Source: an optimization exercise on an open RTL-to-GDS flow (aim: small area). Production flows keep margins and buffers that such runs may drop. At most, simulation tests tie the RTL to the original design; equivalence was not proved. Power and IR drop assume default switching activity.

Design luxcp, start of the top module:
module luxcp #(
    parameter [7:0] CMD_RESULT          = 8'h00,
    parameter [7:0] CMD_CONFIG          = 8'h01,
    parameter [7:0] CMD_LOW_LIMIT       = 8'h02,
    parameter [7:0] CMD_HIGH_LIMIT      = 8'h03,
    parameter [7:0] CMD_MANUFACTURER_ID = 8'h7E,
    parameter [7:0] CMD_DEVICE_ID       = 8'h7F,
    parameter [7:0] POLL_MAX_ATTEMPTS   = 8'd250
) (
    input  wire        clk,
    input  wire        rst,
    input  wire [6:0]  cfg_addr,
    input  wire        req_valid,
    output wire        req_ready,
    input  wire [3:0]  req_op,
    input  wire [31:0] req_arg,
    output wire        rsp_valid,
    input  wire        rsp_ready,
    output wire [31:0] rsp_value,
    output wire [1:0]  rsp_err_class,
    output wire [15:0] rsp_err_code,
    output wire        busy,
    output wire [6:0]  st_addr,
    output wire [31:0] st_result_lux,
    output wire [31:0] st_high_lux,
    output wire [31:0] st_low_lux,
    output wire [17:0] st_result_err,
    output wire [17:0] st_high_err,
    output wire [17:0] st_low_err,
    output wire [15:0] st_config,
    output wire        tp_req,
    output wire [2:0]  tp_prim,
    output wire [6:0]  tp_addr,
    output wire [7:0]  tp_wdata,
    input  wire        tp_ack,
    input  wire [7:0]  tp_rdata
);
Size in the first run: roughly 990 cells after synthesis, ~170 flip-flops, roughly 300 I/O pins, about 9900 sq um of cells after synthesis.
export LEC_CHECK = 0
export ABC_CLOCK_PERIOD_IN_PS = 200000
export CAP_MARGIN = 0
export CORE_MARGIN = 2
export CORE_UTILIZATION = 40
export GPL_TIMING_DRIVEN = 0
export SLEW_MARGIN = 0
create_clock -name core_clock -period 30.0 [get_ports {clk}]
standard.sh (not shown) runs the stock make flow with config.mk's settings and CLKGATE_MAP_FILE= SYNTH_SCRIPT=/design/flow/synth_recipe.tcl, a recipe that flattens the netlist after the stock synthesis.
==> flow/flow/run.sh <==
#!/bin/bash
set -euo pipefail
export BUFFER_PORTS_ARGS="-buffer_cell sky130_fd_sc_hd__buf_1"
export REMOVE_ABC_BUFFERS=1
export CTS_ARGS="-sink_clustering_enable -repair_clock_nets -dont_use_dummy_load -buf_list sky130_fd_sc_hd__clkbuf_8 -sink_clustering_size 20 -sink_clustering_max_diameter 60"
bash standard.sh > standard_flow.log 2>&1
The first run finished clean.
Change:
==> flow/flow/run.sh (replaced) <==
#!/bin/bash
set -euo pipefail
export BUFFER_PORTS_ARGS="-buffer_cell sky130_fd_sc_hd__buf_1"
export REMOVE_ABC_BUFFERS=1
export CTS_ARGS="-repair_clock_nets -dont_use_dummy_load -buf_list sky130_fd_sc_hd__clkbuf_8"
bash standard.sh > standard_flow.log 2>&1
Settings changed: ABC_CLOCK_PERIOD_IN_PS 200000 to unset.
Maximum frequency stays the same. Setup slack stays the same. Die area is unchanged. Hold slack stays the same. Power is unchanged. Area after synthesis stays the same. Non-clock buffer count stays the same.


== garnet ==
luxcp, a different RTL version from the one above (not shown whole).
For scale: roughly 180 flip-flops, roughly 300 I/O pins, ~11000 um2 of cells after synthesis.
==> flow/design.v (excerpt) <==
module luxcp #(
    parameter [7:0] CMD_RESULT          = 8'h00,
    parameter [7:0] CMD_CONFIG          = 8'h01,
    parameter [7:0] CMD_LOW_LIMIT       = 8'h02,
    parameter [7:0] CMD_HIGH_LIMIT      = 8'h03,
    parameter [7:0] CMD_MANUFACTURER_ID = 8'h7E,
    parameter [7:0] CMD_DEVICE_ID       = 8'h7F,
    parameter [7:0] POLL_MAX_ATTEMPTS   = 8'd250
) (
    input  wire        clk,
    input  wire        rst,
    input  wire [6:0]  cfg_addr,
    input  wire        req_valid,
    output wire        req_ready,
    input  wire [3:0]  req_op,
    input  wire [31:0] req_arg,
    output reg         rsp_valid,
    input  wire        rsp_ready,
    output wire [31:0] rsp_value,
    output wire [1:0]  rsp_err_class,
    output wire [15:0] rsp_err_code,
    output wire        busy,
    output wire [6:0]  st_addr,
    output wire [31:0] st_result_lux,
    output wire [31:0] st_high_lux,
    output wire [31:0] st_low_lux,
    output wire [17:0] st_result_err,
    output wire [17:0] st_high_err,
  ...
export LEC_CHECK = 0
export CAP_MARGIN = 20
export CORE_MARGIN = 2
export CORE_UTILIZATION = 40
export SLEW_MARGIN = 20
create_clock -name core_clock -period 30.0 [get_ports {clk}]
==> flow/flow/run.sh <==
#!/bin/bash
set -euo pipefail
export BUFFER_PORTS_ARGS="-buffer_cell sky130_fd_sc_hd__buf_1"
export REMOVE_ABC_BUFFERS=1
bash standard.sh > standard_flow.log 2>&1
Here is what was changed in the inputs of ember compared with garnet.
==> flow/flow/run.sh <==
#!/bin/bash
set -euo pipefail
export BUFFER_PORTS_ARGS="-buffer_cell sky130_fd_sc_hd__buf_1"
export REMOVE_ABC_BUFFERS=1
export CTS_ARGS="-sink_clustering_enable -repair_clock_nets -dont_use_dummy_load -buf_list sky130_fd_sc_hd__clkbuf_8 -sink_clustering_size 20 -sink_clustering_max_diameter 60"
bash standard.sh > standard_flow.log 2>&1
-- flow/config.mk --
<<< garnet, line 6
export NUM_CORES = 4
export LEC_CHECK = 0
export CAP_MARGIN = 20
export CORE_MARGIN = 2
export CORE_UTILIZATION = 40
export SLEW_MARGIN = 20
>>> ember, line 6
export NUM_CORES = 4
export LEC_CHECK = 0
export CAP_MARGIN = 0
export CORE_MARGIN = 2
export CORE_UTILIZATION = 40
export GPL_TIMING_DRIVEN = 0
export SLEW_MARGIN = 0
### Flow results
Comparing ember and garnet, the lower count of plain and timing-repair buffers was measured on ember. Between ember and garnet, the logic gate share of total power is lower for garnet. What ember reported for power consumption has to be multiplied by 1.12 to get the figure for garnet.
The inputs of raven differ from those of ember as listed below.
==> flow/flow/run.sh <==
#!/bin/bash
set -euo pipefail
export BUFFER_PORTS_ARGS="-buffer_cell sky130_fd_sc_hd__buf_1"
export REMOVE_ABC_BUFFERS=1
export CTS_ARGS="-sink_clustering_enable -repair_clock_nets -dont_use_dummy_load -buf_list sky130_fd_sc_hd__clkbuf_8 -sink_clustering_size 30 -sink_clustering_max_diameter 100"
bash standard.sh > standard_flow.log 2>&1
-- flow/config.mk --
<<< ember, line 9
export CORE_MARGIN = 2
export CORE_UTILIZATION = 40
export GPL_TIMING_DRIVEN = 0
export SLEW_MARGIN = 0
>>> raven, line 9
export CORE_MARGIN = 2
export CORE_UTILIZATION = 40
export SLEW_MARGIN = 0
[summary]
- Hold slack: raven vs ember — no meaningful difference
- Going from ember to raven, routed wire length went up 320 um, clock edge transition at the registers on the reported setup and hold paths did not really move, wire length of the first global-routing pass +490 um.


the baseline:
luxcp, a different RTL version from the one above (not shown whole).
Size: roughly 990 cells after synthesis, ~170 flip-flops, ~300 I/O pins.
==> flow/design.v (excerpt) <==
module luxcp #(
    parameter [7:0] CMD_RESULT          = 8'h00,
    parameter [7:0] CMD_CONFIG          = 8'h01,
    parameter [7:0] CMD_LOW_LIMIT       = 8'h02,
    parameter [7:0] CMD_HIGH_LIMIT      = 8'h03,
    parameter [7:0] CMD_MANUFACTURER_ID = 8'h7E,
    parameter [7:0] CMD_DEVICE_ID       = 8'h7F,
    parameter [7:0] POLL_MAX_ATTEMPTS   = 8'd250
) (
    input  wire        clk,
    input  wire        rst,
    input  wire [6:0]  cfg_addr,
    input  wire        req_valid,
    output wire        req_ready,
    input  wire [3:0]  req_op,
    input  wire [31:0] req_arg,
    output wire        rsp_valid,
    input  wire        rsp_ready,
    output wire [31:0] rsp_value,
    output wire [1:0]  rsp_err_class,
    output wire [15:0] rsp_err_code,
    output wire        busy,
    output wire [6:0]  st_addr,
    output wire [31:0] st_result_lux,
    output wire [31:0] st_high_lux,
    output wire [31:0] st_low_lux,
    output wire [17:0] st_result_err,
    output wire [17:0] st_high_err,
    output wire [17:0] st_low_err,
    output wire [15:0] st_config,
    output wire        tp_req,
    output wire [2:0]  tp_prim,
    output wire [6:0]  tp_addr,
    output wire [7:0]  tp_wdata,
    input  wire        tp_ack,
    input  wire [7:0]  tp_rdata
);
export LEC_CHECK = 0
export CAP_MARGIN = 0
export CORE_MARGIN = 2
export CORE_UTILIZATION = 40
export GPL_TIMING_DRIVEN = 0
export SLEW_MARGIN = 0
create_clock -name core_clock -period 30.0 [get_ports {clk}]
==> flow/flow/run.sh <==
#!/bin/bash
set -euo pipefail
export BUFFER_PORTS_ARGS="-buffer_cell sky130_fd_sc_hd__buf_1"
export REMOVE_ABC_BUFFERS=1
export CTS_ARGS="-sink_clustering_enable -repair_clock_nets -dont_use_dummy_load -buf_list sky130_fd_sc_hd__clkbuf_8 -sink_clustering_size 20 -sink_clustering_max_diameter 60"
bash standard.sh > standard_flow.log 2>&1
Modified inputs, the candidate compared to the baseline
# the baseline
export LEC_CHECK = 0
export CAP_MARGIN = 0
export CORE_MARGIN = 2
export CORE_UTILIZATION = 40
export GPL_TIMING_DRIVEN = 0
export SLEW_MARGIN = 0
create_clock -name core_clock -period 30.0 [get_ports {clk}]
# the candidate
export LEC_CHECK = 0
export ABC_AREA = 1
export CAP_MARGIN = 0
export CORE_MARGIN = 2
export CORE_UTILIZATION = 40
export GPL_TIMING_DRIVEN = 0
export SLEW_MARGIN = 0
create_clock -name core_clock -period 30.0 [get_ports {clk}]
Results
The candidate went all the way through the flow, and no timing, DRC or antenna check failed. Looking at logic gate share of total power, the candidate sits 2.6 points above the baseline. Summary of the candidate over the baseline: wire length now smaller, static leakage power saw an increase, share of the clock period used by the worst path after layout flat. Layout buffer count excluding clock buffers: the candidate vs the baseline down 2.
No functional check of the RTL was part of any run of this note.


## build 40
RTL: one of the versions met above, not the one the previous note started from.
For scale: about 990 cells after synthesis, ~170 flip-flops, roughly 300 I/O pins, roughly 9900 um^2 of cells after synthesis.
export LEC_CHECK = 0
export CAP_MARGIN = 0
export CORE_MARGIN = 2
export CORE_UTILIZATION = 60
export GPL_TIMING_DRIVEN = 0
export SLEW_MARGIN = 0
create_clock -name core_clock -period 30.0 [get_ports {clk}]
==> flow/flow/run.sh <==
#!/bin/bash
set -euo pipefail
export BUFFER_PORTS_ARGS="-buffer_cell sky130_fd_sc_hd__buf_1"
export REMOVE_ABC_BUFFERS=1
export RECOVER_POWER=100
export POST_GLOBAL_ROUTE_TCL="$PWD/flow/post_grt.tcl"
export CTS_ARGS="-sink_clustering_enable -repair_clock_nets -dont_use_dummy_load -buf_list sky130_fd_sc_hd__clkbuf_8 -sink_clustering_size 20 -sink_clustering_max_diameter 60"
bash standard.sh > standard_flow.log 2>&1
==> flow/flow/post_grt.tcl <==
# Sourced by ORFS at the end of global route (POST_GLOBAL_ROUTE_TCL).
# Power recovery (RECOVER_POWER) downsizes non-critical gates; repair the
# max-slew and max-capacitance violations that this can leave, then
# legalize and reroute the changed nets.
global_route -start_incremental
repair_design_helper
detailed_placement
global_route -end_incremental
estimate_parasitics -global_routing
report_design_area
Build 40 reached the final stage; the timing, design-rule and antenna checks on its layout passed.
Edits applied to the flow inputs when going from build 40 to build 24:
Settings: CORE_UTILIZATION now 40, was 60.
diff --git a/flow/flow/run.sh b/flow/flow/run.sh
--- a/flow/flow/run.sh
+++ b/flow/flow/run.sh
@@ -6 +5,0 @@
-export POST_GLOBAL_ROUTE_TCL="$PWD/flow/post_grt.tcl"
removed: flow/flow/post_grt.tcl
Findings:
[build 24] flow finished | final checks: failed | reasons: capacitance limit, slew limit
Build 24 vs. build 40: area of the multi-input gates went down by 1.2%.
Status: fraction of cell area in non-clock buffers parity (build 40, build 24)
Per the comparison of build 24 with build 40, detailed-route vias per instance has decreased, cell depth of the worst flop-to-flop path has decreased.
The following lists how build 23 was set up differently from build 24:
diff --git a/flow/flow/run.sh b/flow/flow/run.sh
--- a/flow/flow/run.sh
+++ b/flow/flow/run.sh
@@ -5,0 +6 @@
+export POST_GLOBAL_ROUTE_TCL="$PWD/flow/post_grt.tcl"
==> flow/flow/post_grt.tcl (new file) <==
# Sourced by ORFS at the end of global route (POST_GLOBAL_ROUTE_TCL).
# Power recovery (RECOVER_POWER) downsizes non-critical gates; repair the
# max-slew and max-capacitance violations that this can leave, then
# legalize and reroute the changed nets.
global_route -start_incremental
repair_design_helper
detailed_placement
global_route -end_incremental
estimate_parasitics -global_routing
report_design_area
### Flow results
Both conditions hold for build 23: the flow ran to the end and the final layout passed the timing, design-rule and antenna checks.
From the logs: build 24 reached the end of the flow and failed the layout checks with capacitance limit, slew limit.
On average vias per placed instance: between build 23 and build 24, it ends up higher for build 24.
Standard cell with the maximum stage delay on the critical path = sky130_fd_sc_hd__clkbuf_2: build 23; standard cell with the maximum stage delay on the critical path = sky130_fd_sc_hd__clkbuf_1: build 24
Sequential share of layout area: build 23 vs build 24, no meaningful difference
Build 23 vs build 24 on final-report max-slew violation count: build 23 is the lower one.
For the highest attainable clock frequency, build 23 came in 4.5 MHz higher than build 24 did.
On total power, build 23 and build 24 are basically level.
Between build 23 and build 24, the difference in final cell count is negligible.
Cmp build 23 vs build 24: portion of the clock cycle consumed by the worst path in the final layout lower in build 23
Switching portion of total power essentially unchanged between build 23 and build 24.
In terms of final worst clock skew, build 23 and build 24 differ only marginally.
For the worst setup slack, build 23 came in 820 ps higher than build 24 did.


== before ==
luxcp with an RTL version that a note above also has.
Size: ~300 I/O pins, roughly 0.011 mm2 of cells after synthesis.
clock: 30.0 ns
lec_check: 0
cap_margin: 20
core_margin: 2
core_utilization: 40
slew_margin: 20
run.sh (not shown) runs the stock make flow with config.mk's settings and CLKGATE_MAP_FILE= SYNTH_SCRIPT=/design/flow/synth_recipe.tcl, a recipe that flattens the netlist after the stock synthesis.
Stock flow here: none of the scripts above is used.
The following lists how after was set up differently from before:
Settings: GPL_TIMING_DRIVEN newly set to 0; CAP_MARGIN changed from 20 to 0; SLEW_MARGIN changed from 20 to 0.
==> flow/flow/run.sh (new file) <==
#!/bin/bash
set -euo pipefail
export BUFFER_PORTS_ARGS="-buffer_cell sky130_fd_sc_hd__buf_1"
export REMOVE_ABC_BUFFERS=1
export CTS_ARGS="-sink_clustering_enable -repair_clock_nets -dont_use_dummy_load -buf_list sky130_fd_sc_hd__clkbuf_16 -sink_clustering_size 40 -sink_clustering_max_diameter 150"
bash standard.sh > standard_flow.log 2>&1
==> flow/standard.sh (new file) <==
#!/bin/bash
# synth_recipe.tcl (not shown) runs the flow's synth.tcl, then flattens the netlist and writes it again
# the make line also repeats each setting of config.mk as NAME=value (left out here)
make -C /OpenROAD-flow-scripts/flow DESIGN_CONFIG=/design/flow/config.mk WORK_HOME=/design/flow/orfs CLKGATE_MAP_FILE= SYNTH_SCRIPT=/design/flow/synth_recipe.tcl "${@:-finish}"
removed: flow/run.sh
Worst hold slack of after is on par with before. Going from before to after, count of cell instances traversed by the critical path higher; minimum clock period after layout now larger; area after synthesis shows no meaningful change; design internal power went down. Largest net degree at the start of global routing in after is 41 lower than in before. Changes observed in after relative to before: global-route wire length before repair decreased by about 5% relative to the old numbers; total routing resource utilization after global routing has decreased.

## port drivers added, routing unchanged
How much do the figures lean on ideal ports? The routed layouts below were timed once more, with nothing changed but the port constraints.
Step 1 (the two cells are an assumption about what drives the block):
set clk [get_ports {clk}]
set_driving_cell -lib_cell sky130_fd_sc_hd__clkbuf_16 $clk
set_driving_cell -lib_cell sky130_fd_sc_hd__buf_2 [delete_from_list [all_inputs] $clk]
Step 2, shift: input delay + t, output delay - t, t = (earliest + latest rising clock arrival at the registers) / 2. This alone moves slack from input paths to output paths.
a / b / c = ideal / step 1 / step 2; a / b = the first two.
| run | shift t [ns] | slack for setup (ns) | pins driven straight from the clock port |
|---|---|---|---|
| the first run of note 1 | 0.486 | 17.003 / 16.980 / 16.980 | 1 |
| the second run of note 1 | 0.486 | 17.003 / 16.980 / 16.980 | 1 |
| garnet | 0.482 | 17.502 / 17.472 / 17.472 | 1 |
| ember | 0.494 | 16.939 / 16.912 / 16.912 | 1 |
| raven | 0.496 | 17.502 / 17.472 / 17.472 | 1 |
| the baseline | 0.491 | 17.022 / 16.999 / 16.999 | 1 |
| the candidate | 0.488 | 17.066 / 17.043 / 17.043 | 1 |
| build 40 | 0.483 | 16.879 / 16.858 / 16.858 | 1 |
| build 24 | 0.486 | 16.140 / 16.102 / 16.102 | 1 |
| build 23 | 0.485 | 16.959 / 16.939 / 16.939 | 1 |
| before | 0.484 | 16.981 / 16.922 / 16.922 | 1 |
| after | 0.473 | 16.929 / 16.903 / 16.903 | 1 |
For before, which loses most, drivers alone change the setup slack by -0.059 ns; drivers and shift together by -0.059 ns.
